What follows belongs to an exercise in optimizing a design on an open flow for small area, a short achievable clock period and few clock cycles; a production flow would make more cautious choices.
In this exercise RTL edits were held to simulation tests only and were not proved equivalent to the original.
Power is estimated from default activity; no workload was simulated.

==> 08-11 <==
==> flow/design.v <==
module simproc_core (
    input  wire        clk,
    input  wire        rst,           
    input  wire        has_words,     
    output wire        mem_en,
    output wire        mem_we,
    output wire [14:0] mem_addr,
    output wire [15:0] mem_wdata,
    input  wire [15:0] mem_rdata,
    output reg         halted,
    output reg         faulted,
    output reg  [2:0]  fault_cause,
    output wire [15:0] fault_value,
    output reg  [15:0] pc,
    output reg  [11:0] cycle_count,
    output wire        warn_valid,
    output wire [1:0]  warn_kind,
    output wire [15:0] warn_value,
    input  wire [2:0]  dbg_sel,
    output wire [15:0] dbg_data
);
    localparam [11:0] CYCLE_LIMIT = 12'd3000;
    localparam [2:0] F_PC    = 3'd1;
    localparam [2:0] F_LOAD  = 3'd2;
    localparam [2:0] F_STORE = 3'd3;
    localparam [2:0] F_LIMIT = 3'd5;
    localparam [2:0] S_FETCH = 3'd0;    
    localparam [2:0] S_EXEC  = 3'd1;    
    localparam [2:0] S_LOAD  = 3'd2;    
    localparam [2:0] S_MUL   = 3'd3;
    localparam [2:0] S_DIV   = 3'd4;
    reg [2:0]  state;
    reg [15:0] regs [0:7];
    reg [15:0] opx, opy, opb;    
    reg [2:0]  wrd;
    reg        mlt;              
    reg [2:0]  dcnt;
    wire running = !halted && !faulted;
    wire ex      = running && state == S_EXEC;
    wire [15:0] w     = mem_rdata;
    wire        fmt_i = w[15];
    wire [5:0]  opr   = w[14:9];
    wire [1:0]  opi   = w[14:13];
    wire [15:0] imm16 = {6'd0, w[9:0]};
    wire is_add   = !fmt_i && opr == 6'd0;
    wire is_sub   = !fmt_i && opr == 6'd1;
    wire is_mul   = !fmt_i && opr == 6'd2;
    wire is_div   = !fmt_i && opr == 6'd3;
    wire is_ceq   = !fmt_i && opr == 6'd4;
    wire is_cne   = !fmt_i && opr == 6'd5;
    wire is_load  = !fmt_i && opr == 6'd15;
    wire is_store = !fmt_i && opr == 6'd16;
    wire is_sys   = !fmt_i && opr == 6'd63;
    wire is_jmp   =  fmt_i && opi == 2'd0;
    wire is_jcond =  fmt_i && opi == 2'd1;
    wire is_badi  =  fmt_i && opi == 2'd2;
    wire is_mov   =  fmt_i && opi == 2'd3;
    wire is_badr  = !fmt_i && !(is_add || is_sub || is_mul || is_div || is_ceq ||
                                is_cne || is_load || is_store || is_sys);
    wire [15:0] a = regs[w[5:3]];
    wire [2:0]  b_sel = running ? w[2:0] : dbg_sel;
    wire [15:0] b = regs[b_sel];
    assign dbg_data = b;
    wire [7:0] nz;
    genvar gi;
    generate
        for (gi = 0; gi < 8; gi = gi + 1) begin : g_nz
            assign nz[gi] = |regs[gi];
        end
    endgenerate
    wire taken  = is_jmp || (is_jcond && nz[w[12:10]]);
    wire ldst   = is_load || is_store;
    wire halt_i = is_sys && !nz[0];
    assign mem_en    = running;
    assign mem_we    = ex && is_store && !a[15];
    wire   near_ldst = !fmt_i && !opr[5] && (opr[4] || opr[3]);
    wire   sel_a     = ex && near_ldst;
    wire   sel_imm   = ex && fmt_i && !opi[1];
    assign mem_addr  = ({15{sel_a}} & a[14:0]) | ({15{sel_imm}} & {5'd0, w[9:0]}) |
                       ({15{!sel_a && !sel_imm}} & pc[14:0]);
    assign mem_wdata = b;
    assign warn_valid = ex && (is_badr || is_badi || (is_sys && nz[0]));
    assign warn_kind  = is_sys ? 2'd3 : fmt_i ? 2'd2 : 2'd1;
    assign warn_value = is_sys ? regs[0] : fmt_i ? 16'd2 : {10'd0, opr};
    assign fault_value = (fault_cause == F_LIMIT) ? {4'd0, CYCLE_LIMIT} :
                         (fault_cause == F_PC)    ? pc : opx;
    wire        subm   = w[9] | w[10];
    wire [16:0] addsub = {1'b0, a} + {1'b0, subm ? ~b : b} + {16'd0, subm};
    wire        a_lt_b = !addsub[16];
    wire        a_lt_2b = {1'b0, a} < {b, 1'b0};
    wire        eq     = a == b;
    wire        b_zero = !(|b);
    wire [15:0] ex_res = fmt_i  ? imm16 :
                         opr[2] ? {15'd0, eq ^ opr[0]} :
                         opr[1] ? {15'd0, opr[0] && div_one} : addsub[15:0];
    wire ex_wr  = is_add || is_sub || is_ceq || is_cne || is_mov || is_div;
    wire [2:0] ex_wa = fmt_i ? w[12:10] : w[8:6];
    wire div_quick = b_zero || a_lt_2b;
    wire div_one   = !b_zero && !a_lt_b;
    wire [15:0] mcand = mlt ? opb : opx;
    wire [15:0] mplr  = mlt ? opx : opb;
    wire [15:0] pp0 = mplr[0] ? mcand : 16'd0;
    wire [15:0] pp1 = mplr[1] ? {mcand[14:0], 1'b0} : 16'd0;
    wire [15:0] pp2 = mplr[2] ? {mcand[13:0], 2'd0} : 16'd0;
    wire [15:0] pp3 = mplr[3] ? {mcand[12:0], 3'd0} : 16'd0;
    wire [15:0] prod = opy + pp0 + pp1 + pp2 + pp3;
    wire        mul_last = !(|mplr[15:4]);
    wire [17:0] r4 = {opy, opx[15:14]};
    wire [18:0] t1 = {1'b0, r4} - {3'd0, opb};
    wire [18:0] t2 = {1'b0, r4} - {2'd0, opb, 1'b0};
    wire [18:0] t3 = {1'b0, r4} - {3'd0, opb} - {2'd0, opb, 1'b0};
    reg  [15:0] r2;
    reg  [1:0]  qd;
    always @(*) begin
        if (!t3[18])      begin r2 = t3[15:0]; qd = 2'd3; end
        else if (!t2[18]) begin r2 = t2[15:0]; qd = 2'd2; end
        else if (!t1[18]) begin r2 = t1[15:0]; qd = 2'd1; end
        else              begin r2 = r4[15:0]; qd = 2'd0; end
    end
    wire [15:0] q2 = {opx[13:0], qd};
    wire [15:0] pc_next = taken ? imm16 : pc;
    wire [15:0] pc_inc  = pc + 16'd1;
    wire [15:0] pc_cont = taken ? {5'd0, {1'b0, w[9:0]} + 11'd1} : pc_inc;
    wire        at_limit = cycle_count == CYCLE_LIMIT;
    wire fin_ld  = state == S_LOAD;
    wire fin_mul = state == S_MUL && mul_last;
    wire fin_div = state == S_DIV && dcnt == 3'd0;
    wire        rf_we = running && ((state == S_EXEC && ex_wr) || fin_ld || fin_mul || fin_div);
    wire [2:0]  rf_wa = (state == S_EXEC) ? ex_wa : wrd;
    wire [15:0] rf_wd = (state == S_EXEC) ? ex_res :
                        (state == S_LOAD) ? mem_rdata :
                        (state == S_MUL)  ? prod : q2;
    wire [15:0] rf_d  = rf_wd & {16{!rst}};
    genvar gr;
    generate
        for (gr = 0; gr < 8; gr = gr + 1) begin : g_rf
            always @(posedge clk)
                if (rst || (rf_we && rf_wa == gr))
                    regs[gr] <= rf_d;
        end
    endgenerate
    always @(posedge clk)
        opy <= (state == S_MUL) ? prod : (state == S_DIV) ? r2 : 16'd0;
    always @(posedge clk) begin
        if (rst) begin
            state       <= S_FETCH;
            pc          <= 16'd1;
            cycle_count <= 12'd0;
            halted      <= !has_words;
            faulted     <= 1'b0;
            fault_cause <= 3'd0;
        end else if (running) begin
            case (state)
                S_FETCH: begin
                    if (pc[15]) begin
                        faulted     <= 1'b1;
                        fault_cause <= F_PC;
                    end else begin
                        pc    <= pc + 16'd1;
                        state <= S_EXEC;
                    end
                end
                S_EXEC: begin
                    opx <= a;
                    opb <= b;
                    mlt <= a_lt_b;
                    wrd <= w[8:6];
                    dcnt <= 3'd7;
                    if (is_load && !a[15]) begin
                        state <= S_LOAD;
                    end else if (is_mul) begin
                        state <= S_MUL;
                    end else if (is_div && !div_quick) begin
                        state <= S_DIV;
                    end else begin
                        cycle_count <= cycle_count + 12'd1;
                        if (ldst && a[15]) begin
                            faulted     <= 1'b1;
                            fault_cause <= is_load ? F_LOAD : F_STORE;
                        end else if (halt_i) begin
                            halted <= 1'b1;
                        end else if (at_limit) begin
                            faulted     <= 1'b1;
                            fault_cause <= F_LIMIT;
                            pc          <= pc_next;
                        end else if (near_ldst || (is_jcond && !taken)) begin
                            state <= S_FETCH;
                        end else if (!taken && pc[15]) begin
                            faulted     <= 1'b1;
                            fault_cause <= F_PC;
                            pc          <= pc_next;
                        end else begin
                            pc <= pc_cont;
                        end
                    end
                end
                default: begin    
                    if (state == S_DIV) begin
                        opx  <= q2;
                        dcnt <= dcnt - 3'd1;
                    end
                    if (state == S_MUL) begin
                        opx <= {mcand[11:0], 4'd0};
                        opb <= {4'd0, mplr[15:4]};
                        mlt <= 1'b0;
                    end
                    if (fin_ld || fin_mul || fin_div) begin
                        cycle_count <= cycle_count + 12'd1;
                        if (at_limit) begin
                            faulted     <= 1'b1;
                            fault_cause <= F_LIMIT;
                        end else if (pc[15]) begin
                            faulted     <= 1'b1;
                            fault_cause <= F_PC;
                        end else begin
                            pc    <= pc + 16'd1;
                            state <= S_EXEC;
                        end
                    end
                end
            endcase
        end
    end
endmodule
==> flow/flow/run.sh <==
#!/bin/bash
# The standard layout, with two changes:
# - every port is buffered by a sky130_fd_sc_hd__buf_1 (the standard flow lets
#   the resizer pick the port buffer, and it picks a delay cell); timing
#   repair then resizes the port buffers that need it;
# - clock tree synthesis inserts no dummy loads.
set -euo pipefail
export BUFFER_PORTS_ARGS="-buffer_cell sky130_fd_sc_hd__buf_1"
export CTS_ARGS="-sink_clustering_enable -repair_clock_nets -dont_use_dummy_load"
bash standard.sh > standard.log 2>&1
==> flow/standard.sh <==
#!/bin/bash
# synth_recipe.tcl (not shown) runs the flow's synth.tcl, then flattens the netlist and writes it again
# the make line also repeats each setting of config.mk as NAME=value (left out here)
make -C /OpenROAD-flow-scripts/flow DESIGN_CONFIG=/design/flow/config.mk WORK_HOME=/design/flow/orfs CLKGATE_MAP_FILE= SYNTH_SCRIPT=/design/flow/synth_recipe.tcl "${@:-finish}"
==> flow/config.mk <==
export PLATFORM = sky130hd
export DESIGN_NAME = simproc_core
export DESIGN_NICKNAME = simproc_core
export VERILOG_FILES = /design/flow/design.v
export SDC_FILE = /design/flow/constraint.sdc
export NUM_CORES = 4
export LEC_CHECK = 0
export CAP_MARGIN = 20
export CORE_MARGIN = 2
export CORE_UTILIZATION = 40
export PLACE_DENSITY = 0.6
export SETUP_SLACK_MARGIN = 3.8
export SLEW_MARGIN = 20
==> flow/constraint.sdc <==
create_clock -name core_clock -period 10.0 [get_ports {clk}]
set_input_delay 2.0000 -clock core_clock [delete_from_list [all_inputs] [get_ports {clk}]]
set_output_delay 2.0000 -clock core_clock [all_outputs]
set_load 0.01 [all_outputs]
==> inputs of 10-17, as changes to 08-11 <==
--- a/flow/design.v
+++ b/flow/design.v
@@ -84,9 +84,9 @@
     assign warn_value = is_sys ? regs[0] : fmt_i ? 16'd2 : {10'd0, opr};
     assign fault_value = (fault_cause == F_LIMIT) ? {4'd0, CYCLE_LIMIT} :
                          (fault_cause == F_PC)    ? pc : opx;
-    wire        subm   = w[9] | w[10];
+    wire        subm   = w[9];                   
     wire [16:0] addsub = {1'b0, a} + {1'b0, subm ? ~b : b} + {16'd0, subm};
-    wire        a_lt_b = !addsub[16];
+    wire        a_lt_b = a < b;
     wire        a_lt_2b = {1'b0, a} < {b, 1'b0};
     wire        eq     = a == b;
     wire        b_zero = !(|b);
==> flow/run.sh (new file) <==
#!/bin/bash
# synth_recipe.tcl (not shown) runs the flow's synth.tcl, then flattens the netlist and writes it again
# the make line also repeats each setting of config.mk as NAME=value (left out here)
make -C /OpenROAD-flow-scripts/flow DESIGN_CONFIG=/design/flow/config.mk WORK_HOME=/design/flow/orfs CLKGATE_MAP_FILE= SYNTH_SCRIPT=/design/flow/synth_recipe.tcl finish
- ABC_AREA: not set -> 1
- SETUP_SLACK_MARGIN: 3.8 -> 4
removed: flow/flow/run.sh
removed: flow/standard.sh
==> summary of the runs <==
- Against 10-17, the hold slack of 08-11 is lower by 4.1 ps.
- Clock power: 10-17 is larger than 08-11 (about 20%).
- Against 10-17, the fmax of 08-11 is lower by about 2%.
- In 10-17 the global-route usage is higher than in 08-11, by 2.6 points.
- In 08-11 the clock skew is higher than in 10-17, by 46 ps.
==> figures <==
quantity	08-11	10-17
Die width	225 um	226 um
Final non-clock buffer share	5.37%	10.6%
Placed wire-length estimate after detailed placement	64,200 um	70,300 um
Detail-routed net length per standard cell	28.1 um	25.3 um
Max IR drop VDD	144 uV	161 uV
Length of routed wiring on met1	34,700 um	35,700 um
Detailed-router iteration count before antenna repair	8	5
Multi-Input Combinational	1,778	1,948
Area share of xor/xnor cells in the synthesized design	4.94%	3.85%
Count of non-filler cells in the finished layout	3,034	3,652
Max Freq	0.163 GHz	0.166 GHz
Result of the run	timing/DRC/antenna clean	timing/DRC/antenna clean
Testbench counts of 08-11, summed over its fixed seeds: cycles 245,060.
Testbench counts of 10-17, summed over its fixed seeds: cycles 245,060.

## separate check: timing with driven ports
In the flow no input, the clock included, has a driving cell. The finished layouts below were timed again as built, in two steps.
Step 1 (the two cells are an assumption about what drives the block):
set clk [get_ports {clk}]
set_driving_cell -lib_cell sky130_fd_sc_hd__clkbuf_16 $clk
set_driving_cell -lib_cell sky130_fd_sc_hd__buf_2 [delete_from_list [all_inputs] $clk]
Step 2 adds t to the input delays and takes it off the output delays; t is the mean of the earliest and latest rising clock arrival at the registers after step 1. Input paths then give back, and output paths get back, about the clock's delay inside the block.
Slacks: ideal / step 1 / step 2; pairs: ideal / step 1.
run | shift t [ns] | slack for setup (ns) | hold slack, ns | worst setup path after step 2 | clock arrival spread, ns
08-11 | 0.625 | 3.874 / 3.840 / 3.387 | 0.484 / 0.484 / 0.484 | input to register | 0.066 / 0.066
10-17 | 0.629 | 3.991 / 3.934 / 3.577 | 0.488 / 0.488 / 0.488 | input to register | 0.020 / 0.021
After both steps setup and hold are still met in every run listed. The setup slack of 08-11, which loses most, moves by -0.034 ns with the drivers and by -0.487 ns with both steps.
